From an optimization exercise on the open Yosys and OpenROAD flow, aimed at small area, a short achievable clock period and few clock cycles per item; shortcuts taken in it are not production practice. Where RTL was checked, it was by simulation tests only, not by an equivalence proof against the original. No activity file was given, so power comes from the tool's default toggle rates.

==> module netblk_rx, before the edit <==
module netblk_rx (
    input  wire        clk,
    input  wire        rst,
    input  wire        in_valid,
    output wire        in_ready,
    input  wire [31:0] in_data,
    input  wire [2:0]  in_nbytes,    
    input  wire        in_last,
    output wire        res_valid,
    input  wire        res_ready,
    output reg  [2:0]  res_kind,
    output reg  [31:0] res_src,
    output reg  [7:0]  res_type,
    output reg  [15:0] res_id,
    output reg  [15:0] res_seq,
    output reg  [10:0] res_dlen,
    output reg  [1:0]  res_rstat,
    output reg  [15:0] res_ip_csum,
    output reg  [15:0] res_icmp_csum
);
    localparam [10:0] CNT0 = 11'd2020;    
    function [15:0] oc_add;
        input [15:0] a;
        input [15:0] b;
        reg   [15:0] g, p, g1, p1, g2, p2, g3, p3, g4;
        integer i;
        begin
            g = a & b;
            p = a ^ b;
            for (i = 0; i < 16; i = i + 1) begin
                g1[i] = g[i]  | (p[i]  & g[(i + 15) % 16]);
                p1[i] = p[i]  & p[(i + 15) % 16];
            end
            for (i = 0; i < 16; i = i + 1) begin
                g2[i] = g1[i] | (p1[i] & g1[(i + 14) % 16]);
                p2[i] = p1[i] & p1[(i + 14) % 16];
            end
            for (i = 0; i < 16; i = i + 1) begin
                g3[i] = g2[i] | (p2[i] & g2[(i + 12) % 16]);
                p3[i] = p2[i] & p2[(i + 12) % 16];
            end
            for (i = 0; i < 16; i = i + 1)
                g4[i] = g3[i] | (p3[i] & g3[(i + 8) % 16]);
            for (i = 0; i < 16; i = i + 1)
                oc_add[i] = p[i] ^ g4[(i + 15) % 16];
        end
    endfunction
    function [15:0] oc_add3;
        input [15:0] a;
        input [15:0] b;
        input [15:0] c;
        reg   [15:0] s, y;
        begin
            s = a ^ b ^ c;
            y = (a & b) | (a & c) | (b & c);
            oc_add3 = oc_add(s, {y[14:0], y[15]});
        end
    endfunction
    reg        rdy;        
    reg        v1;
    reg [31:0] d1;
    reg [2:0]  nb1;
    reg        l1;
    reg        done;       
    reg        qv;         
    reg [7:0]  at;         
    assign in_ready  = rdy;
    assign res_valid = done;
    wire accept = in_valid && rdy;
    wire c2     = v1 && !done;                
    wire take   = done && res_ready;
    wire absorb = v1 && done && !l1 && !qv;
    wire v1_next   = (v1 && !c2 && !absorb) || accept;
    wire l1_next   = accept ? in_last : l1;
    wire qv_next   = absorb || (qv && !c2);
    wire done_next = (c2 && l1) || (done && !res_ready);
    always @(posedge clk) begin
        if (rst) begin
            rdy  <= 1'b1;
            v1   <= 1'b0;
            done <= 1'b0;
            qv   <= 1'b0;
            at   <= 8'd1;
        end else begin
            rdy  <= !(done_next && v1_next && (l1_next || qv_next));
            v1   <= v1_next;
            done <= done_next;
            qv   <= qv_next;
            if ((c2 && l1))
                at <= 8'd1;
            else if (c2 || absorb)
                at <= {at[7] | at[6], at[5:0], 1'b0};
        end
    end
    always @(posedge clk) begin
        d1 <= in_data;
        if (accept) begin
            nb1 <= in_nbytes;
            l1  <= in_last;
        end
    end
    reg        icmp;       
    reg [31:0] w;
    always @(*) begin
        case (nb1)
            3'd0:    w = 32'h0000_0000;
            3'd1:    w = d1 & 32'hFF00_0000;
            3'd2:    w = d1 & 32'hFFFF_0000;
            3'd3:    w = d1 & 32'hFFFF_FF00;
            default: w = d1;
        endcase
    end
    wire [10:0] kb    = res_dlen;
    wire [8:0]  kk    = kb[10:2];                   
    wire        at2   = at[2];
    wire        at3   = at[3];
    wire        at4   = at[4];
    wire        at5   = at[5];
    wire        at6   = at[6];
    wire        data  = at[7];
    wire        full  = nb1[2];                     
    wire        lt20  = (|at[3:0]) || (at4 && !full);
    wire        neg   = !data && !(at6 && full);    
    wire        big   = data && (kk > 9'd368 || (kk == 9'd368 && nb1 != 3'd0));
    wire [3:0]  clo   = {1'b0, kb[2:0]} + {1'b0, nb1};
    reg  [7:0]  chi;
    integer j;
    always @(*) begin
        for (j = 0; j < 8; j = j + 1)
            chi[j] = kb[3 + j] ^ (clo[3] & (&(kb[3 +: 8] | (8'hFF << j))));
    end
    wire [10:0] cnt_n = {chi, clo[2:0]};
    wire        ge3     = icmp && !neg;
    wire        is_req  = ge3 && (res_type == 8'd8);
    wire        src_lb  = (res_src[31:24] == 8'd127);
    wire        send_ok = is_req && !big && src_lb;
    wire        last    = l1;
    wire [15:0] abase = at3  ? 16'h0413 :
                        data ? res_icmp_csum : 16'd0;
    wire [15:0] af    = oc_add3(abase, w[31:16], w[15:0]);
    wire [15:0] ibase = at4 ? res_icmp_csum : res_ip_csum;
    wire [15:0] if1   = oc_add(ibase, {13'd0, nb1});
    always @(posedge clk) begin
        if (c2) begin
            if (at2) icmp <= (d1[23:16] == 8'd1);
            if (last && lt20)      res_src <= 32'd0;
            else if (at3)          res_src <= d1;
            if (last && !ge3)      res_type <= 8'd0;
            else if (at5)          res_type <= d1[31:24];
            if (last && !ge3) begin
                res_id  <= 16'd0;
                res_seq <= 16'd0;
            end else if (at6) begin
                res_id  <= d1[31:16];
                res_seq <= d1[15:0];
            end
            res_dlen <= (last && !ge3) ? 11'd0 : cnt_n;
        end
        if (rst || take)
            res_dlen <= (qv_next && !rst) ? CNT0 + 11'd4 : CNT0;
        if (c2) begin
            if (last)              res_icmp_csum <= send_ok ? ~af : 16'd0;
            else                   res_icmp_csum <= af;
            if (last)              res_ip_csum <= send_ok ? ~if1 : 16'd0;
            else                   res_ip_csum <= if1;
            if (last) begin
                res_kind  <= lt20                   ? 3'd0 :
                             !icmp                  ? 3'd1 :
                             neg                    ? 3'd2 :
                             (res_type == 8'd8)     ? 3'd3 :
                             (res_type == 8'd0)     ? 3'd4 : 3'd5;
                res_rstat <= !is_req ? 2'd0 :
                             big     ? 2'd2 :
                             !src_lb ? 2'd1 : 2'd0;
            end
        end
    end
endmodule
Settings: LEC_CHECK=0, CAP_MARGIN=20, CORE_AREA=5 5 205 205, DIE_AREA=0 0 210 210, SLEW_MARGIN=20; clock period 12.0 ns.
standard.sh (not shown) runs the stock make flow with config.mk's settings and CLKGATE_MAP_FILE= SYNTH_SCRIPT=/design/flow/synth_recipe.tcl, a recipe that flattens the netlist after the stock synthesis.
==> flow/flow/run.sh <==
#!/bin/bash
# Standard synthesis, then the standard layout with plain buf_1 port buffers
# instead of the delay buffers buffer_ports picks by default, and timing
# repair aiming at a setup slack of 8.0 ns.
set -euo pipefail
bash standard.sh synth > synth.log 2>&1
bash standard.sh BUFFER_PORTS_ARGS="-buffer_cell sky130_fd_sc_hd__buf_1" SETUP_SLACK_MARGIN=8.0 finish > layout.log 2>&1
Then changed:
--- a/flow/design.v
+++ b/flow/design.v
@@ -63,11 +63,10 @@
     reg        l1;
     reg        done;       
+    reg        np;         
     reg        qv;         
-    reg [7:0]  at;         
     assign in_ready  = rdy;
     assign res_valid = done;
     wire accept = in_valid && rdy;
     wire c2     = v1 && !done;                
-    wire take   = done && res_ready;
     wire absorb = v1 && done && !l1 && !qv;
     wire v1_next   = (v1 && !c2 && !absorb) || accept;
@@ -80,6 +79,6 @@
             v1   <= 1'b0;
             done <= 1'b0;
+            np   <= 1'b1;
             qv   <= 1'b0;
-            at   <= 8'd1;
         end else begin
             rdy  <= !(done_next && v1_next && (l1_next || qv_next));
@@ -87,8 +86,6 @@
             done <= done_next;
             qv   <= qv_next;
-            if ((c2 && l1))
-                at <= 8'd1;
-            else if (c2 || absorb)
-                at <= {at[7] | at[6], at[5:0], 1'b0};
+            if (c2)
+                np <= l1;
         end
     end
@@ -111,14 +108,14 @@
         endcase
     end
-    wire [10:0] kb    = res_dlen;
+    wire [10:0] kb    = np ? (qv ? CNT0 + 11'd4 : CNT0) : res_dlen;
     wire [8:0]  kk    = kb[10:2];                   
-    wire        at2   = at[2];
-    wire        at3   = at[3];
-    wire        at4   = at[4];
-    wire        at5   = at[5];
-    wire        at6   = at[6];
-    wire        data  = at[7];
+    wire        at2   = (kk == 9'd507);
+    wire        at3   = (kk == 9'd508);
+    wire        at4   = (kk == 9'd509);
+    wire        at5   = (kk == 9'd510);
+    wire        at6   = (kk == 9'd511);
+    wire        data  = !(kb[10] && kb[9]);         
     wire        full  = nb1[2];                     
-    wire        lt20  = (|at[3:0]) || (at4 && !full);
+    wire        lt20  = !data && (kk <= 9'd508 || (at4 && !full));
     wire        neg   = !data && !(at6 && full);    
     wire        big   = data && (kk > 9'd368 || (kk == 9'd368 && nb1 != 3'd0));
@@ -156,8 +153,4 @@
             end
             res_dlen <= (last && !ge3) ? 11'd0 : cnt_n;
-        end
-        if (rst || take)
-            res_dlen <= (qv_next && !rst) ? CNT0 + 11'd4 : CNT0;
-        if (c2) begin
             if (last)              res_icmp_csum <= send_ok ? ~af : 16'd0;
             else                   res_icmp_csum <= af;
Result: Combinational power is higher by 22%; core utilization is higher by 0.39 points; clock-buffer cell count is lower by 2; clock skew hardly moves; register-to-register slack improved by 20 ps; sequential share of layout area is lower by 2.0 points; worst setup slack improved by 18 ps; final area is higher by 1.5%; routed wire length is higher by 2.6%; worst hold slack improved by 50 ps; critical path depth is higher by 4; die area does not change; first-iteration DRC count is lower by 14%; global-route usage is higher by 0.23 points.
No run of this note included a check of the RTL's function; only the layout flow was run.


Setup of the baseline:
The RTL this note starts from:
==> flow/design.v <==
module netblk_rx (
    input  wire        clk,
    input  wire        rst,
    input  wire        in_valid,
    output wire        in_ready,
    input  wire [31:0] in_data,
    input  wire [2:0]  in_nbytes,    
    input  wire        in_last,
    output wire        res_valid,
    input  wire        res_ready,
    output reg  [2:0]  res_kind,
    output reg  [31:0] res_src,
    output reg  [7:0]  res_type,
    output reg  [15:0] res_id,
    output reg  [15:0] res_seq,
    output reg  [10:0] res_dlen,
    output reg  [1:0]  res_rstat,
    output reg  [15:0] res_ip_csum,
    output reg  [15:0] res_icmp_csum
);
    localparam [10:0] CNT0 = 11'd2020;    
    function [15:0] oc_add;
        input [15:0] a;
        input [15:0] b;
        reg   [15:0] g, p, g1, p1, g2, p2, g3, p3, g4;
        integer i;
        begin
            g = a & b;
            p = a ^ b;
            for (i = 0; i < 16; i = i + 1) begin
                g1[i] = g[i]  | (p[i]  & g[(i + 15) % 16]);
                p1[i] = p[i]  & p[(i + 15) % 16];
            end
            for (i = 0; i < 16; i = i + 1) begin
                g2[i] = g1[i] | (p1[i] & g1[(i + 14) % 16]);
                p2[i] = p1[i] & p1[(i + 14) % 16];
            end
            for (i = 0; i < 16; i = i + 1) begin
                g3[i] = g2[i] | (p2[i] & g2[(i + 12) % 16]);
                p3[i] = p2[i] & p2[(i + 12) % 16];
            end
            for (i = 0; i < 16; i = i + 1)
                g4[i] = g3[i] | (p3[i] & g3[(i + 8) % 16]);
            for (i = 0; i < 16; i = i + 1)
                oc_add[i] = p[i] ^ g4[(i + 15) % 16];
        end
    endfunction
    function [15:0] oc_add3;
        input [15:0] a;
        input [15:0] b;
        input [15:0] c;
        reg   [15:0] s, y;
        begin
            s = a ^ b ^ c;
            y = (a & b) | (a & c) | (b & c);
            oc_add3 = oc_add(s, {y[14:0], y[15]});
        end
    endfunction
    reg        rdy;        
    reg        v1;
    reg [31:0] d1;
    reg [2:0]  nb1;
    reg        l1;
    reg        done;       
    reg        qv;         
    reg [7:0]  at;         
    assign in_ready  = rdy;
    assign res_valid = done;
    wire accept = in_valid && rdy;
    wire c2     = v1 && !done;                
    wire take   = done && res_ready;
    wire absorb = v1 && done && !l1 && !qv;
    wire v1_next   = (v1 && !c2 && !absorb) || accept;
    wire l1_next   = accept ? in_last : l1;
    wire qv_next   = absorb || (qv && !c2);
    wire done_next = (c2 && l1) || (done && !res_ready);
    always @(posedge clk) begin
        if (rst) begin
            rdy  <= 1'b1;
            v1   <= 1'b0;
            done <= 1'b0;
            qv   <= 1'b0;
            at   <= 8'd1;
        end else begin
            rdy  <= !(done_next && v1_next && (l1_next || qv_next));
            v1   <= v1_next;
            done <= done_next;
            qv   <= qv_next;
            if ((c2 && l1))
                at <= 8'd1;
            else if (c2 || absorb)
                at <= {at[7] | at[6], at[5:0], 1'b0};
        end
    end
    reg [31:0] in_masked;
    always @(*) begin
        case (in_nbytes)
            3'd0:    in_masked = 32'h0000_0000;
            3'd1:    in_masked = in_data & 32'hFF00_0000;
            3'd2:    in_masked = in_data & 32'hFFFF_0000;
            3'd3:    in_masked = in_data & 32'hFFFF_FF00;
            default: in_masked = in_data;
        endcase
    end
    always @(posedge clk) begin
        d1 <= in_masked;
        if (accept) begin
            nb1 <= in_nbytes;
            l1  <= in_last;
        end
    end
    reg        icmp;       
    wire [31:0] w = d1;
    wire [10:0] kb    = res_dlen;
    wire [8:0]  kk    = kb[10:2];                   
    wire        at2   = at[2];
    wire        at3   = at[3];
    wire        at4   = at[4];
    wire        at5   = at[5];
    wire        at6   = at[6];
    wire        data  = at[7];
    wire        full  = nb1[2];                     
    wire        lt20  = (|at[3:0]) || (at4 && !full);
    wire        neg   = !data && !(at6 && full);    
    wire        big   = data && (kk > 9'd368 || (kk == 9'd368 && nb1 != 3'd0));
    wire [3:0]  clo   = {1'b0, kb[2:0]} + {1'b0, nb1};
    reg  [7:0]  chi;
    integer j;
    always @(*) begin
        for (j = 0; j < 8; j = j + 1)
            chi[j] = kb[3 + j] ^ (clo[3] & (&(kb[3 +: 8] | (8'hFF << j))));
    end
    wire [10:0] cnt_n = {chi, clo[2:0]};
    wire        ge3     = icmp && !neg;
    wire        is_req  = ge3 && (res_type == 8'd8);
    wire        src_lb  = (res_src[31:24] == 8'd127);
    wire        send_ok = is_req && !big && src_lb;
    wire        last    = l1;
    wire [15:0] af    = oc_add3(res_icmp_csum, w[31:16], w[15:0]);
    wire [15:0] ibase = at4 ? res_icmp_csum : res_ip_csum;
    wire [3:0]  ilo   = {1'b0, ibase[2:0]} + {1'b0, nb1};
    reg  [12:0] ihi;
    integer m;
    always @(*) begin
        for (m = 0; m < 13; m = m + 1)
            ihi[m] = ibase[3 + m] ^ (ilo[3] & (&(ibase[3 +: 13] | (13'h1FFF << m))));
    end
    wire        icy   = ilo[3] & (&ibase[15:3]);
    wire [15:0] if1   = icy ? {13'd0, ilo[2:0] + 3'd1} : {ihi, ilo[2:0]};
    always @(posedge clk) begin
        if (c2) begin
            if (at2) icmp <= (d1[23:16] == 8'd1);
            if (last && lt20)      res_src <= 32'd0;
            else if (at3)          res_src <= d1;
            if (last && !ge3)      res_type <= 8'd0;
            else if (at5)          res_type <= d1[31:24];
            if (last && !ge3) begin
                res_id  <= 16'd0;
                res_seq <= 16'd0;
            end else if (at6) begin
                res_id  <= d1[31:16];
                res_seq <= d1[15:0];
            end
            res_dlen <= (last && !ge3) ? 11'd0 : cnt_n;
        end
        if (rst || take)
            res_dlen <= (qv_next && !rst) ? CNT0 + 11'd4 : CNT0;
        if (c2) begin
            if (last)              res_icmp_csum <= send_ok ? ~af : 16'd0;
            else if (at2)          res_icmp_csum <= 16'h0413;
            else if (at5)          res_icmp_csum <= 16'd0;
            else                   res_icmp_csum <= af;
            if (last)              res_ip_csum <= send_ok ? ~if1 : 16'd0;
            else                   res_ip_csum <= if1;
            if (last) begin
                res_kind  <= lt20                   ? 3'd0 :
                             !icmp                  ? 3'd1 :
                             neg                    ? 3'd2 :
                             (res_type == 8'd8)     ? 3'd3 :
                             (res_type == 8'd0)     ? 3'd4 : 3'd5;
                res_rstat <= !is_req ? 2'd0 :
                             big     ? 2'd2 :
                             !src_lb ? 2'd1 : 2'd0;
            end
        end
    end
endmodule
Settings: LEC_CHECK=0, CAP_MARGIN=20, CORE_MARGIN=2, CORE_UTILIZATION=55, SLEW_MARGIN=20; clock period 12.0 ns.
==> flow/flow/run.sh <==
#!/bin/bash
# Standard synthesis, then the standard layout with plain buf_1 port buffers
# instead of the delay buffers buffer_ports picks by default, and timing
# repair aiming at a setup slack of 8.3 ns.
set -euo pipefail
bash standard.sh synth > synth.log 2>&1
bash standard.sh BUFFER_PORTS_ARGS="-buffer_cell sky130_fd_sc_hd__buf_1" SETUP_SLACK_MARGIN=8.3 finish > layout.log 2>&1
Input changes introduced in the candidate (baseline for comparison: the baseline):
--- a/flow/design.v
+++ b/flow/design.v
@@ -133,13 +133,15 @@
     wire [10:0] cnt_n = {chi, clo[2:0]};
     wire        ge3     = icmp && !neg;
     wire        is_req  = ge3 && (res_type == 8'd8);
     wire        src_lb  = (res_src[31:24] == 8'd127);
     wire        send_ok = is_req && !big && src_lb;
     wire        last    = l1;
-    wire [15:0] af    = oc_add3(res_icmp_csum, w[31:16], w[15:0]);
+    wire [15:0] abase = at3  ? 16'h0413 :
+                        data ? res_icmp_csum : 16'd0;
+    wire [15:0] af    = oc_add3(abase, w[31:16], w[15:0]);
     wire [15:0] ibase = at4 ? res_icmp_csum : res_ip_csum;
     wire [3:0]  ilo   = {1'b0, ibase[2:0]} + {1'b0, nb1};
     reg  [12:0] ihi;
     integer m;
     always @(*) begin
         for (m = 0; m < 13; m = m + 1)
@@ -164,14 +166,12 @@
             res_dlen <= (last && !ge3) ? 11'd0 : cnt_n;
         end
         if (rst || take)
             res_dlen <= (qv_next && !rst) ? CNT0 + 11'd4 : CNT0;
         if (c2) begin
             if (last)              res_icmp_csum <= send_ok ? ~af : 16'd0;
-            else if (at2)          res_icmp_csum <= 16'h0413;
-            else if (at5)          res_icmp_csum <= 16'd0;
             else                   res_icmp_csum <= af;
             if (last)              res_ip_csum <= send_ok ? ~if1 : 16'd0;
             else                   res_ip_csum <= if1;
             if (last) begin
                 res_kind  <= lt20                   ? 3'd0 :
                              !icmp                  ? 3'd1 :
## What came out
For the baseline, the origin of the worst setup path was res_icmp_csum[7], unlike the candidate, where it was res_icmp_csum[6].
In the final reports, the cell area of the candidate is larger than that of the baseline.
The candidate vs. the baseline: xor/xnor share of the synthesized area rose 1.0 points; worst vdd rail ir drop fell 12 uV; non-clock buffer count rose about 3%; routability-driven placement congestion ratio rose about 2.4%; worst hold slack fell 0.0038 ns.
The candidate: flow completed, timing, DRC and antenna clean
The run with more setup slack is the candidate; the baseline has less.
Wire length of the first global-routing pass (the candidate vs. the baseline) increases slightly
Looking at count of inverters not on the clock network in the layout, the candidate sits 65 higher than the baseline does.
Testbench counts of the candidate, summed over its fixed seeds: cycles 117,999, packets 3,200.
Only the layout flow was run in the baseline; the RTL was not checked for function there.

[re-timing with driven ports]
How much do the figures lean on ideal ports? The routed layouts below were timed once more, with nothing changed but the port constraints.
Step 1 assumes that a clkbuf_16 drives the clock port and a buf_2 every other input.
Step 2, shift: input delay + t, output delay - t, t = (earliest + latest rising clock arrival at the registers) / 2. This alone moves slack from input paths to output paths.
a / b / c = ideal ports / drivers / drivers and shift; a / b = the first two.
run | t, ns | setup slack, ns | worst setup path after step 2 | cell pins on the clock port's net
the first run of note 1 | 0.483 | 8.121 / 8.121 / 7.969 | input to register | 1
the second run of note 1 | 0.483 | 8.140 / 8.140 / 8.140 | register to register | 1
the baseline | 0.475 | 8.374 / 8.329 / 8.084 | input to register | 1
the candidate | 0.469 | 8.447 / 8.402 / 8.273 | input to register | 1
After both steps setup and hold are still met in every run listed. For the baseline, which loses most, drivers alone change the setup slack by -0.045 ns; drivers and shift together by -0.290 ns.
